This design comes from an exercise in tuning for small area, a short achievable clock period and few clock cycles per item on the open sky130 flow, not from production work. Where RTL was checked, it was by simulation tests only, not by an equivalence proof against the original.

==> 03-25: inputs <==
==> flow/design.v <==
module fpdiv #(
    parameter integer K = 2             
) (
    input  wire        clk,
    input  wire        rst,           
    input  wire        in_valid,
    output wire        in_ready,
    input  wire [31:0] in_a,          
    input  wire [31:0] in_b,          
    output reg         out_valid,
    output reg  [31:0] out_result
);
    localparam integer NS = 24 / K;   
    localparam [1:0] C_FIN  = 2'd0;
    localparam [1:0] C_ZERO = 2'd1;
    localparam [1:0] C_INF  = 2'd2;
    localparam [1:0] C_NAN  = 2'd3;
    reg        rdy_q;                 
    reg        v0;
    reg        s0;                    
    reg  [7:0] ea0, eb0;
    reg [23:0] ma0, mb0;              
    reg        az0, bz0;              
    reg signed [5:0] c0;              
    assign in_ready = rdy_q;
    wire in_az = (in_a[30:0] == 31'd0);
    wire in_bz = (in_b[30:0] == 31'd0);
    wire in_ha = (in_a[30:23] != 8'd0);
    wire in_hb = (in_b[30:23] != 8'd0);
    wire need_a = ~ma0[23] & ~az0;
    wire need_b = ~mb0[23] & ~bz0;
    always @(posedge clk) begin
        if (rdy_q) begin
            s0  <= in_a[31] ^ in_b[31];
            ea0 <= in_a[30:23];
            eb0 <= in_b[30:23];
            ma0 <= {in_ha, in_a[22:0]};
            mb0 <= {in_hb, in_b[22:0]};
            az0 <= in_az;
            bz0 <= in_bz;
            c0  <= 6'sd0;
        end else begin
            if (need_a) ma0 <= {ma0[22:0], 1'b0};
            if (need_b) mb0 <= {mb0[22:0], 1'b0};
            c0 <= c0 + (need_b ? 6'sd1 : 6'sd0) - (need_a ? 6'sd1 : 6'sd0);
        end
    end
    always @(posedge clk) begin
        if (rst) begin
            rdy_q <= 1'b1;
            v0    <= 1'b0;
        end else if (rdy_q) begin
            v0    <= in_valid;
            rdy_q <= ~in_valid | (in_ha | in_az) & (in_hb | in_bz);
        end else begin
            rdy_q <= ~(need_a & ~ma0[22]) & ~(need_b & ~mb0[22]);
        end
    end
    wire v0_go = v0 & rdy_q;
    wire a_nan = (ea0 == 8'hFF) & (ma0[22:0] != 23'd0);
    wire b_nan = (eb0 == 8'hFF) & (mb0[22:0] != 23'd0);
    wire a_inf = (ea0 == 8'hFF) & (ma0[22:0] == 23'd0);
    wire b_inf = (eb0 == 8'hFF) & (mb0[22:0] == 23'd0);
    wire [24:0] d_1 = {1'b0, ma0} - {1'b0, mb0};           
    wire [24:0] d_2 = {ma0, 1'b0} - {1'b0, mb0};           
    wire        a_lt_b = d_1[24];
    wire [23:0] r1 = a_lt_b ? d_2[23:0] : d_1[23:0];
    wire signed [9:0] xa = (ea0 == 8'd0) ? 10'sd1 : $signed({2'b00, ea0});
    wire signed [9:0] xb = (eb0 == 8'd0) ? 10'sd1 : $signed({2'b00, eb0});
    wire signed [9:0] e_hi = xa - xb + {{4{c0[5]}}, c0} + 10'sd127;
    wire signed [9:0] e_lo = e_hi - 10'sd1;
    wire signed [9:0] e1 = a_lt_b ? e_lo : e_hi;
    wire e_ovf = a_lt_b ? (e_lo > 10'sd254) : (e_hi > 10'sd254);
    wire e_unf = a_lt_b ? (e_lo < -10'sd23) : (e_hi < -10'sd23);
    localparam signed [8:0] E_INF  = 9'sd255;
    localparam signed [8:0] E_ZERO = -9'sd24;
    localparam signed [8:0] E_NAN  = 9'h100;
    reg signed [8:0] ex1;
    always @(*) begin
        if (a_nan | b_nan | (a_inf & b_inf) | (az0 & bz0)) ex1 = E_NAN;
        else if (a_inf | bz0)                               ex1 = E_INF;
        else if (b_inf | az0)                               ex1 = E_ZERO;
        else if (e_ovf)                                     ex1 = E_INF;
        else if (e_unf)                                     ex1 = E_ZERO;
        else                                                ex1 = e1[8:0];
    end
    localparam integer NP = NS + 2;
    reg [NP-1:0]      v_p;
    reg [NP-1:0]      s_p;
    reg [9*NP-1:0]    e_p;
    reg [23*NP-1:0]   b_p;
    reg [26*NP-1:0]   ws_p;           
    reg [26*NP-1:0]   wc_p;           
    reg [24*NP-1:0]   qp_p;           
    reg [24*NP-1:0]   qn_p;           
    wire [26*NP-1:0] ws_n;
    wire [26*NP-1:0] wc_n;
    wire [K*NP-1:0]  qp_n;
    wire [K*NP-1:0]  qn_n;
    genvar g;
    generate
        for (g = 1; g <= NS; g = g + 1) begin : st
            reg [25:0]    ws, wc, y, ts, tc;
            reg [3:0]     est;
            reg           qpos, qneg;
            reg [K-1:0]   qpb, qnb;
            wire [25:0]   bb = {3'b001, b_p[23*g +: 23]};
            integer       i;
            always @(*) begin
                ws = ws_p[26*g +: 26];
                wc = wc_p[26*g +: 26];
                for (i = 0; i < K; i = i + 1) begin
                    est  = ws[25:22] + wc[25:22];
                    qpos = ~est[3];
                    qneg = est[3] & ~(est[2:0] == 3'b111);
                    y    = qpos ? ~bb : (qneg ? bb : 26'd0);
                    ts   = {ws[24:0], 1'b0} ^ {wc[24:0], 1'b0} ^ y;
                    tc   = ({ws[24:0], 1'b0} & {wc[24:0], 1'b0}) |
                           ({ws[24:0], 1'b0} & y) | ({wc[24:0], 1'b0} & y);
                    ws   = ts;
                    wc   = {tc[24:0], qpos};
                    qpb[K-1-i] = qpos;
                    qnb[K-1-i] = qneg;
                end
            end
            assign ws_n[26*g +: 26] = ws;
            assign wc_n[26*g +: 26] = wc;
            assign qp_n[K*g +: K]   = qpb;
            assign qn_n[K*g +: K]   = qnb;
        end
    endgenerate
    integer n;
    always @(posedge clk) begin
        if (rst) v_p <= {NP{1'b0}};
        else     v_p <= {v_p[NP-2:1], v0_go, 1'b0};
        s_p[1]         <= s0;
        e_p[9 +: 9]    <= ex1;
        b_p[23 +: 23]  <= mb0[22:0];
        ws_p[26 +: 26] <= {2'b00, r1};
        wc_p[26 +: 26] <= 26'd0;
        qp_p[24 +: 24] <= 24'd0;
        qn_p[24 +: 24] <= 24'd0;
        for (n = 1; n <= NS; n = n + 1) begin
            s_p[n+1]              <= s_p[n];
            e_p[9*(n+1) +: 9]     <= e_p[9*n +: 9];
            b_p[23*(n+1) +: 23]   <= b_p[23*n +: 23];
            ws_p[26*(n+1) +: 26]  <= ws_n[26*n +: 26];
            wc_p[26*(n+1) +: 26]  <= wc_n[26*n +: 26];
            qp_p[24*(n+1) +: 24]  <= {qp_p[24*n +: 24-K], qp_n[K*n +: K]};
            qn_p[24*(n+1) +: 24]  <= {qn_p[24*n +: 24-K], qn_n[K*n +: K]};
        end
    end
    wire [25:0] fws = ws_p[26*(NS+1) +: 26];
    wire [25:0] fwc = wc_p[26*(NS+1) +: 26];
    wire [25:0] fb  = {3'b001, b_p[23*(NS+1) +: 23]};
    wire [25:0] fw  = fws + fwc;                       
    wire        neg = fw[25];
    wire [25:0] zs  = fws ^ fwc ^ fb;
    wire [25:0] zc  = {(fws & fwc | fws & fb | fwc & fb), 1'b0};
    wire        z0  = ((fws ^ fwc) == {(fws[24:0] | fwc[24:0]), 1'b0});
    wire        zb  = ((zs ^ zc[25:0]) == {(zs[24:0] | zc[24:0]), 1'b0});
    wire [23:0] qv  = qp_p[24*(NS+1) +: 24] + ~qn_p[24*(NS+1) +: 24] + {23'd0, ~neg};
    reg         v_e, s_e, stk_e;
    reg  [8:0]  e_e;
    reg  [23:0] q_e;
    always @(posedge clk) begin
        if (rst) v_e <= 1'b0;
        else     v_e <= v_p[NS+1];
        s_e   <= s_p[NS+1];
        e_e   <= e_p[9*(NS+1) +: 9];
        q_e   <= qv;
        stk_e <= ~(z0 | zb);
    end
    wire signed [8:0] ef = e_e;
    wire        is_nan = ef[8] & ~ef[7];
    wire        is_inf = (ef == E_INF);
    wire        subn = ef[8] | (ef[7:0] == 8'd0);
    wire [4:0]  sh   = subn ? (5'd1 - ef[4:0]) : 5'd0;    
    wire [24:0] x    = {1'b1, q_e};                       
    wire [49:0] xs   = {x, 25'd0} >> sh;
    wire [23:0] m    = xs[49:26];
    wire        gb   = xs[25];
    wire        stk  = stk_e | (xs[24:0] != 25'd0);
    wire        rnd  = gb & (stk | m[0]);
    wire [7:0]  ef8  = subn ? 8'd0 : ef[7:0];
    wire [30:0] pk   = {ef8, m[22:0]} + {30'd0, rnd};
    reg  [31:0] res;
    always @(*) begin
        if (is_nan)      res = 32'h7FC00000;
        else if (is_inf) res = {s_e, 8'hFF, 23'd0};
        else             res = {s_e, pk};
    end
    always @(posedge clk) begin
        if (rst) out_valid <= 1'b0;
        else     out_valid <= v_e;
        out_result <= res;
    end
endmodule
==> flow/run.sh <==
#!/bin/bash
# synth_recipe.tcl (not shown) runs the flow's synth.tcl, then flattens the netlist and writes it again
# the make line also repeats each setting of config.mk as NAME=value (left out here)
make -C /OpenROAD-flow-scripts/flow DESIGN_CONFIG=/design/flow/config.mk WORK_HOME=/design/flow/orfs CLKGATE_MAP_FILE= SYNTH_SCRIPT=/design/flow/synth_recipe.tcl finish
==> flow/config.mk <==
export PLATFORM = sky130hd
export DESIGN_NAME = fpdiv
export DESIGN_NICKNAME = fpdiv
export VERILOG_FILES = /design/flow/design.v
export SDC_FILE = /design/flow/constraint.sdc
export NUM_CORES = 4
export LEC_CHECK = 0
export CAP_MARGIN = 20
export CORE_MARGIN = 2
export CORE_UTILIZATION = 40
export SETUP_SLACK_MARGIN = 5
export SLEW_MARGIN = 20
==> flow/constraint.sdc <==
create_clock -name core_clock -period 10.0 [get_ports {clk}]
set_input_delay 2.0000 -clock core_clock [delete_from_list [all_inputs] [get_ports {clk}]]
set_output_delay 2.0000 -clock core_clock [all_outputs]
set_load 0.01 [all_outputs]
==> 05-03: changes against 03-25 <==
--- a/flow/design.v
+++ b/flow/design.v
@@ -1,3 +1,3 @@
 module fpdiv #(
-    parameter integer K = 2             
+    parameter integer K = 3             
 ) (
==> reports/metrics.csv <==
stage,metric,value,unit
timing,period_share,63.0,%
status,outcome,"complete, no violations",
finish,bufAreaShareNonClock,10.5,%
finish,final_core_util,54.2,%
worst_setup_path,rr_endpoint,ws_p[84],
hold_path,hold_end,qn_p[124],
detailed_routing,finalWirelength,158000,µm
worst_setup_path,cp.depth,32,
finish,area_growth,34.3,%
finish,multi_input_gates,3449,
[end of results for 05-03]
==> reports/metrics.csv <==
stage,metric,value,unit
worst_setup_path,rr_endpoint,q_e[22],
timing,period_share,49.8,%
finish,final_core_util,46.8,%
finish,multi_input_gates,3403,
hold_path,hold_end,e_p[67],
finish,bufAreaShareNonClock,2.96,%
worst_setup_path,cp.depth,27,
detailed_routing,finalWirelength,131000,µm
status,outcome,"complete, no violations",
[end of results for 03-25]
Testbench counts of 03-25, summed over its fixed seeds: cycles 8,128, items 8,000.
No functional check of the RTL was part of 05-03.

==> v15 <==
Another version of the RTL of fpdiv (not shown whole).
export LEC_CHECK = 0
export ABC_AREA = 1
export CAP_MARGIN = 20
export CORE_MARGIN = 2
export CORE_UTILIZATION = 50
export CTS_CLUSTER_DIAMETER = 120
export CTS_CLUSTER_SIZE = 27
export SLEW_MARGIN = 20
create_clock -name core_clock -period 10.0 [get_ports {clk}]
standard.sh (not shown) runs the stock make flow with config.mk's settings and CLKGATE_MAP_FILE= SYNTH_SCRIPT=/design/flow/synth_recipe.tcl, a recipe that flattens the netlist after the stock synthesis.
==> flow/flow/run.sh <==
#!/bin/bash
# The standard layout, with the full adders left to abc (yosys's full-adder
# extraction, ADDER_MAP_FILE, is turned off) and timing repair aimed at a
# setup margin of 6.7 ns. All output goes to standard_flow.log here; ORFS
# keeps each step's own log under orfs/logs.
set -euo pipefail
bash standard.sh ADDER_MAP_FILE= SETUP_SLACK_MARGIN=6.7 TNS_END_PERCENT=100 finish > standard_flow.log 2>&1
==> v22 (differences from v15) <==
--- a/flow/design.v
+++ b/flow/design.v
@@ -116,19 +116,19 @@
                     3'd3: begin m2 = 6'sd9;  m1 = 6'sd3; end
                     3'd4: begin m2 = 6'sd10; m1 = 6'sd4; end
                     3'd5: begin m2 = 6'sd10; m1 = 6'sd4; end
                     3'd6: begin m2 = 6'sd11; m1 = 6'sd4; end
                     default: begin m2 = 6'sd12; m1 = 6'sd5; end
                 endcase
             end
             wire        p2  = (est >= m2);
-            wire        p1  = (g == 1) ? ~p2 : (est >= m1) & ~p2;
-            wire        n2  = (g == 1) ? 1'b0 : (est < -m2);
-            wire        n1  = (g == 1) ? 1'b0 : (est < -m1) & ~n2;
+            wire        p1  = (est >= m1) & ~p2;
+            wire        n2  = (est < -m2);
+            wire        n1  = (est < -m1) & ~n2;
             wire        one = p1 | n1;
             wire        two = p2 | n2;
             wire        pos = p1 | p2;
             wire [25:0] y   = ((({26{one}} & b1) | ({26{two}} & b2)) ^ {26{pos}});
             wire [25:0] t   = {w[25:1], pos} + y;
             assign w_n[28*g +: 28] = {t, 2'b00};
             assign qd_n[3*g +: 3]  = {n1 | n2, two, one};
         end
@@ -143,17 +143,17 @@
         eh1            <= e_hi;
         b_p[23 +: 23]  <= mb0[22:0];
         w_p[28 +: 28]  <= w0;
         qd_p[39 +: 39] <= 39'd0;
         e_p[18 +: 9]   <= ex2;
         for (n = 1; n <= NS; n = n + 1) begin
             s_p[n+1]              <= s_p[n];
             if (n >= 2) e_p[9*(n+1) +: 9] <= e_p[9*n +: 9];
-            if (n < NS) b_p[23*(n+1) +: 23] <= b_p[23*n +: 23];
+            b_p[23*(n+1) +: 23]   <= b_p[23*n +: 23];
             w_p[28*(n+1) +: 28]   <= w_n[28*n +: 28];
             if (n < NS) qd_p[39*(n+1) +: 39] <= {qd_p[39*n +: 36], qd_n[3*n +: 3]};
         end
     end
     wire [35:0] ld  = qd_p[39*NS +: 36];
     reg  [23:0] lpos, lneg;
     integer j;
     always @(*) begin
@@ -165,18 +165,20 @@
     wire [24:0] qa_n = {1'b0, lpos} - {1'b0, lneg};
     reg  [24:0] qa_f;                 
     reg  [2:0]  qd_f;                 
     always @(posedge clk) begin
         qa_f <= qa_n;
         qd_f <= qd_n[3*NS +: 3];
     end
     wire [27:0] fw  = w_p[28*(NS+1) +: 28];           
+    wire [27:0] fb  = {2'b01, b_p[23*(NS+1) +: 23], 3'b000};
     wire        neg = fw[27];
     wire        z0  = (fw == 28'd0);
+    wire        zb  = ((fw ^ fb) == {(fw[26:0] | fb[26:0]), 1'b0});
     wire signed [3:0] dl  = qd_f[2] ? -$signed({2'b00, qd_f[1:0]}) : $signed({2'b00, qd_f[1:0]});
     wire signed [3:0] tl  = dl - {3'b000, neg};
     wire [24:0]       qam = qa_f - 25'd1;
     wire [23:0]       qv  = {(tl[3] ? qam[21:0] : qa_f[21:0]), tl[1:0]};
     wire signed [8:0] ep  = e_p[9*(NS+1) +: 9];
     wire        subn_p = ep[8] | (ep[7:0] == 8'd0);
     reg         v_e, s_e, stk_e, nan_e, inf_e;
     reg  [7:0]  e8_e;
@@ -186,17 +188,17 @@
         if (rst) v_e <= 1'b0;
         else     v_e <= v_p[NS+1];
         s_e    <= s_p[NS+1];
         nan_e  <= ep[8] & ~ep[7];
         inf_e  <= (ep == E_INF);
         e8_e   <= subn_p ? 8'd0 : ep[7:0];
         sh_e   <= subn_p ? 5'd1 - ep[4:0] : 5'd0;    
         q_e    <= qv;                                  
-        stk_e  <= ~z0;
+        stk_e  <= ~(z0 | zb);
     end
     wire [24:0] x    = {1'b1, q_e};
     wire [49:0] xs   = {x, 25'd0} >> sh_e;
     wire [23:0] m    = xs[49:26];
     wire        gb   = xs[25];
     wire [24:0] lost = ~({25{1'b1}} << sh_e);
     wire        stk  = stk_e | ((x & lost) != 25'd0);
     wire        rnd  = gb & (stk | m[0]);
==> flow/flow/run.sh (replaced) <==
#!/bin/bash
# The standard layout, with the full adders left to abc (yosys's full-adder
# extraction, ADDER_MAP_FILE, is turned off) and timing repair aimed at a
# setup margin of 6.6 ns. All output goes to standard_flow.log here; ORFS
# keeps each step's own log under orfs/logs.
set -euo pipefail
bash standard.sh ADDER_MAP_FILE= SETUP_SLACK_MARGIN=6.6 TNS_END_PERCENT=100 finish > standard_flow.log 2>&1
ABC_AREA = not set   (was 1)
CORE_UTILIZATION = 40   (was 50)
CTS_CLUSTER_SIZE = 25   (was 27)
==> v28 (differences from v15) <==
--- a/flow/design.v
+++ b/flow/design.v
@@ -61,17 +61,17 @@
     reg [1:0] spc1;
     always @(*) begin
         if (a_nan | b_nan | (a_inf & b_inf) | (az0 & bz0)) spc1 = 2'd3;
         else if (a_inf | bz0)                               spc1 = 2'd2;
         else if (b_inf | az0)                               spc1 = 2'd1;
         else                                                spc1 = 2'd0;
     end
     wire        a_lt_b = (ma0 < mb0);
-    wire [27:0] w0 = a_lt_b ? {2'b00, ma0, 2'b00} : {3'b000, ma0, 1'b0};
+    wire [27:0] w0 = a_lt_b ? {3'b000, ma0, 1'b0} : {4'b0000, ma0};
     wire signed [9:0] xa = (ea0 == 8'd0) ? 10'sd1 : $signed({2'b00, ea0});
     wire signed [9:0] xb = (eb0 == 8'd0) ? 10'sd1 : $signed({2'b00, eb0});
     wire signed [9:0] e_hi = xa - xb + {{4{c0[5]}}, c0} + 10'sd127;
     localparam signed [8:0] E_INF  = 9'sd255;
     localparam signed [8:0] E_ZERO = -9'sd24;
     localparam signed [8:0] E_NAN  = 9'h100;
     reg               v1, s1, lt1;
     reg  [1:0]        spc_1;
@@ -90,71 +90,81 @@
             end
         endcase
     end
     localparam integer NP = NS + 2;
     reg [NP-1:0]      v_p;
     reg [NP-1:0]      s_p;
     reg [9*NP-1:0]    e_p;
     reg [23*NP-1:0]   b_p;
-    reg [28*NP-1:0]   w_p;            
+    reg [28*NP-1:0]   ws_p;           
+    reg [28*NP-1:0]   wc_p;           
     reg [39*NP-1:0]   qd_p;           
-    wire [28*NP-1:0] w_n;
+    wire [28*NP-1:0] ws_n;
+    wire [28*NP-1:0] wc_n;
     wire [3*NP-1:0]  qd_n;
     genvar g;
     generate
         for (g = 1; g <= NS; g = g + 1) begin : st
             wire [22:0] bf  = b_p[23*g +: 23];
-            wire [25:0] b1  = {2'b01, bf, 1'b0};
-            wire [25:0] b2  = {1'b1, bf, 2'b00};
-            wire [27:0] w   = w_p[28*g +: 28];
-            wire signed [5:0] est = w[27:22];
-            reg  signed [5:0] m2, m1;
+            wire [29:0] d1  = {4'b0000, 1'b1, bf, 2'b00};
+            wire [29:0] d2  = {3'b000, 1'b1, bf, 3'b000};
+            wire [27:0] ws  = ~ws_p[28*g +: 28];
+            wire [27:0] wc  = ~wc_p[28*g +: 28];
+            reg  [7:0]  k2, k1, k0, kn;
             always @(*) begin
                 case (bf[22:20])
-                    3'd0: begin m2 = 6'sd6;  m1 = 6'sd2; end
-                    3'd1: begin m2 = 6'sd7;  m1 = 6'sd3; end
-                    3'd2: begin m2 = 6'sd8;  m1 = 6'sd3; end
-                    3'd3: begin m2 = 6'sd9;  m1 = 6'sd3; end
-                    3'd4: begin m2 = 6'sd10; m1 = 6'sd4; end
-                    3'd5: begin m2 = 6'sd10; m1 = 6'sd4; end
-                    3'd6: begin m2 = 6'sd11; m1 = 6'sd4; end
-                    default: begin m2 = 6'sd12; m1 = 6'sd5; end
+                    3'd0: begin k2 = 8'd244; k1 = 8'd252; k0 = 8'd4; kn = 8'd13; end
+                    3'd1: begin k2 = 8'd242; k1 = 8'd252; k0 = 8'd6; kn = 8'd15; end
+                    3'd2: begin k2 = 8'd241; k1 = 8'd252; k0 = 8'd6; kn = 8'd16; end
+                    3'd3: begin k2 = 8'd240; k1 = 8'd252; k0 = 8'd6; kn = 8'd18; end
+                    3'd4: begin k2 = 8'd238; k1 = 8'd250; k0 = 8'd8; kn = 8'd20; end
+                    3'd5: begin k2 = 8'd236; k1 = 8'd250; k0 = 8'd8; kn = 8'd20; end
+                    3'd6: begin k2 = 8'd236; k1 = 8'd248; k0 = 8'd8; kn = 8'd22; end
+                    default: begin k2 = 8'd232; k1 = 8'd248; k0 = 8'd8; kn = 8'd24; end
                 endcase
             end
-            wire        p2  = (est >= m2);
-            wire        p1  = (g == 1) ? ~p2 : (est >= m1) & ~p2;
-            wire        n2  = (g == 1) ? 1'b0 : (est < -m2);
-            wire        n1  = (g == 1) ? 1'b0 : (est < -m1) & ~n2;
-            wire        one = p1 | n1;
-            wire        two = p2 | n2;
-            wire        pos = p1 | p2;
-            wire [25:0] y   = ((({26{one}} & b1) | ({26{two}} & b2)) ^ {26{pos}});
-            wire [25:0] t   = {w[25:1], pos} + y;
-            assign w_n[28*g +: 28] = {t, 2'b00};
-            assign qd_n[3*g +: 3]  = {n1 | n2, two, one};
+            wire [7:0]  t2  = ws[27:20] + wc[27:20] + k2;
+            wire [7:0]  t1  = ws[27:20] + wc[27:20] + k1;
+            wire [7:0]  t0  = ws[27:20] + wc[27:20] + k0;
+            wire [7:0]  tn  = ws[27:20] + wc[27:20] + kn;
+            wire        p2  = ~t2[7];
+            wire        p1  = ~t1[7] & t2[7];
+            wire        n1  = t0[7] & ~tn[7];
+            wire        n2  = tn[7];
+            wire [29:0] y  = {({28{p1}} & ~d1[29:2]) | ({28{p2}} & ~d2[29:2]) |
+                              ({28{n1}} &  d1[29:2]) | ({28{n2}} &  d2[29:2]), 2'b00};
+            wire [29:0] a4 = {ws, 2'b00};
+            wire [29:0] c4 = {wc, 2'b00};
+            wire [29:0] ts = a4 ^ c4 ^ y;
+            wire [29:0] tc = (a4 & c4) | (a4 & y) | (c4 & y);
+            assign ws_n[28*g +: 28] = ~ts[27:0];
+            assign wc_n[28*g +: 28] = ~{tc[26:2], p1 | p2, 2'b00};
+            assign qd_n[3*g +: 3]   = {n1 | n2, p2 | n2, p1 | n1};
         end
     endgenerate
     integer n;
     always @(posedge clk) begin
         if (rst) v_p <= {NP{1'b0}};
         else     v_p <= {v_p[NP-2:1], v0_go, 1'b0};
         s_p[1]         <= s0;
         spc_1          <= spc1;
         lt1            <= a_lt_b;
         eh1            <= e_hi;
         b_p[23 +: 23]  <= mb0[22:0];
-        w_p[28 +: 28]  <= w0;
+        ws_p[28 +: 28] <= ~w0;
+        wc_p[28 +: 28] <= ~28'd0;
         qd_p[39 +: 39] <= 39'd0;
         e_p[18 +: 9]   <= ex2;
         for (n = 1; n <= NS; n = n + 1) begin
             s_p[n+1]              <= s_p[n];
             if (n >= 2) e_p[9*(n+1) +: 9] <= e_p[9*n +: 9];
             if (n < NS) b_p[23*(n+1) +: 23] <= b_p[23*n +: 23];
-            w_p[28*(n+1) +: 28]   <= w_n[28*n +: 28];
+            ws_p[28*(n+1) +: 28]  <= ws_n[28*n +: 28];
+            wc_p[28*(n+1) +: 28]  <= wc_n[28*n +: 28];
             if (n < NS) qd_p[39*(n+1) +: 39] <= {qd_p[39*n +: 36], qd_n[3*n +: 3]};
         end
     end
     wire [35:0] ld  = qd_p[39*NS +: 36];
     reg  [23:0] lpos, lneg;
     integer j;
     always @(*) begin
         for (j = 0; j < 12; j = j + 1) begin
@@ -164,19 +174,21 @@
     end
     wire [24:0] qa_n = {1'b0, lpos} - {1'b0, lneg};
     reg  [24:0] qa_f;                 
     reg  [2:0]  qd_f;                 
     always @(posedge clk) begin
         qa_f <= qa_n;
         qd_f <= qd_n[3*NS +: 3];
     end
-    wire [27:0] fw  = w_p[28*(NS+1) +: 28];           
+    wire [27:0] fws = ~ws_p[28*(NS+1) +: 28];
+    wire [27:0] fwc = ~wc_p[28*(NS+1) +: 28];
+    wire [27:0] fw  = fws + fwc;                       
     wire        neg = fw[27];
-    wire        z0  = (fw == 28'd0);
+    wire        z0  = ((fws ^ fwc) == {(fws[26:0] | fwc[26:0]), 1'b0});
     wire signed [3:0] dl  = qd_f[2] ? -$signed({2'b00, qd_f[1:0]}) : $signed({2'b00, qd_f[1:0]});
     wire signed [3:0] tl  = dl - {3'b000, neg};
     wire [24:0]       qam = qa_f - 25'd1;
     wire [23:0]       qv  = {(tl[3] ? qam[21:0] : qa_f[21:0]), tl[1:0]};
     wire signed [8:0] ep  = e_p[9*(NS+1) +: 9];
     wire        subn_p = ep[8] | (ep[7:0] == 8'd0);
     reg         v_e, s_e, stk_e, nan_e, inf_e;
     reg  [7:0]  e8_e;
ABC_AREA = not set   (was 1)
CORE_UTILIZATION = 60   (was 50)
==> v6 (differences from v15) <==
CORE_UTILIZATION = 62   (was 50)
==> qor summary <==
item                                                                                 v15                      v28                      v22                       v6
Run status                                                       complete, no violations  complete, no violations  complete, no violations  complete, no violations
Multi-input gate share of the layout cell area                                    50.72%                   47.49%                   46.87%                   51.13%
CP Capture Point                                                       busy_o$_SDFF_PP0_        wc_p[148]$_DFF_P_          w_p[34]$_DFF_P_            out_result[3]
Pin count of the biggest net entering global routing                                 118                       94                       69                      118
Routed metal-1 wirelength                                                       88360 um                 67870 um                 64190 um                 79530 um
Placer congestion estimate                                                        0.9754                   0.8717                   0.8443                    1.005
Area share of buffers outside the clock network                                   2.038%                   3.702%                   12.00%                   2.062%
Initial antenna violation count                                                       11                        4                        2                        6
DIE HEIGHT                                                                      365.1 um                 329.7 um                 371.6 um                 328.3 um
FMAX                                                                          0.3050 GHz               0.2970 GHz               0.1723 GHz               0.3073 GHz
Mapped cell area                                                              65190 um^2               63640 um^2               54060 um^2               65190 um^2
Share of the synthesized area in compound gates (AO/OA/AOI/OAI)                   7.184%                   12.39%                   17.39%                   7.184%
Initial standard-cell utilization of the core                                     50.35%                   60.46%                   40.40%                   62.72%
Count of clock-net buffers in the final layout                                        58                       68                       65                       58
Met3 routing resource usage after global routing                                  2.493%                   3.081%                   2.143%                   3.196%
Number of nets in the layout                                                       10630                     6501                     6264                    10610
Worst Min Path Start                                                   qd_p[326]$_DFF_P_        qd_p[474]$_DFF_P_           s_p[6]$_DFF_P_          e_p[67]$_DFF_P_
Hold_ws                                                                        0.3207 ns                0.3252 ns                0.3119 ns                0.3074 ns
Testbench counts of v15, summed over its fixed seeds: cycles 8,136, items 8,000.
Testbench counts of v28, summed over its fixed seeds: cycles 8,136, items 8,000.
Testbench counts of v6, summed over its fixed seeds: cycles 8,136, items 8,000.
The RTL of v22 was laid out without a check of its function.

-- re-timing with driven ports --
How much do the figures lean on ideal ports? The routed layouts below were timed once more, with nothing changed but the port constraints. Step 1 sets driving cells, clkbuf_16 on the clock port and buf_2 on the other inputs (assumed; they add their load-dependent delay and slew). Step 2 also shifts input and output timing later by t, the mid clock arrival at the registers, as if the neighbouring blocks saw the same clock. Three values: ideal, step 1, step 2; two values: the first two.
run	t, ns	setup WS [ns]	worst hold slack (ns)	worst data-port slew with drivers (ns)	cell pins on the clock port's net
03-25	0.850	5.021 / 5.021 / 5.021	0.312 / 0.312 / 0.312	0.05	1
05-03	0.802	3.704 / 3.704 / 3.704	0.314 / 0.314 / 0.314	0.05	1
v15	0.780	6.722 / 6.706 / 5.995	0.321 / 0.321 / 0.321	0.04	1
v22	0.766	4.195 / 4.195 / 4.195	0.312 / 0.312 / 0.312	0.05	1
v28	0.801	6.633 / 6.633 / 6.104	0.325 / 0.325 / 0.325	0.04	1
v6	0.777	6.746 / 6.673 / 6.073	0.307 / 0.307 / 0.307	0.05	1
After both steps setup and hold are still met in every run listed. For v15, which loses most, drivers alone change the setup slack by -0.016 ns; drivers and shift together by -0.727 ns.
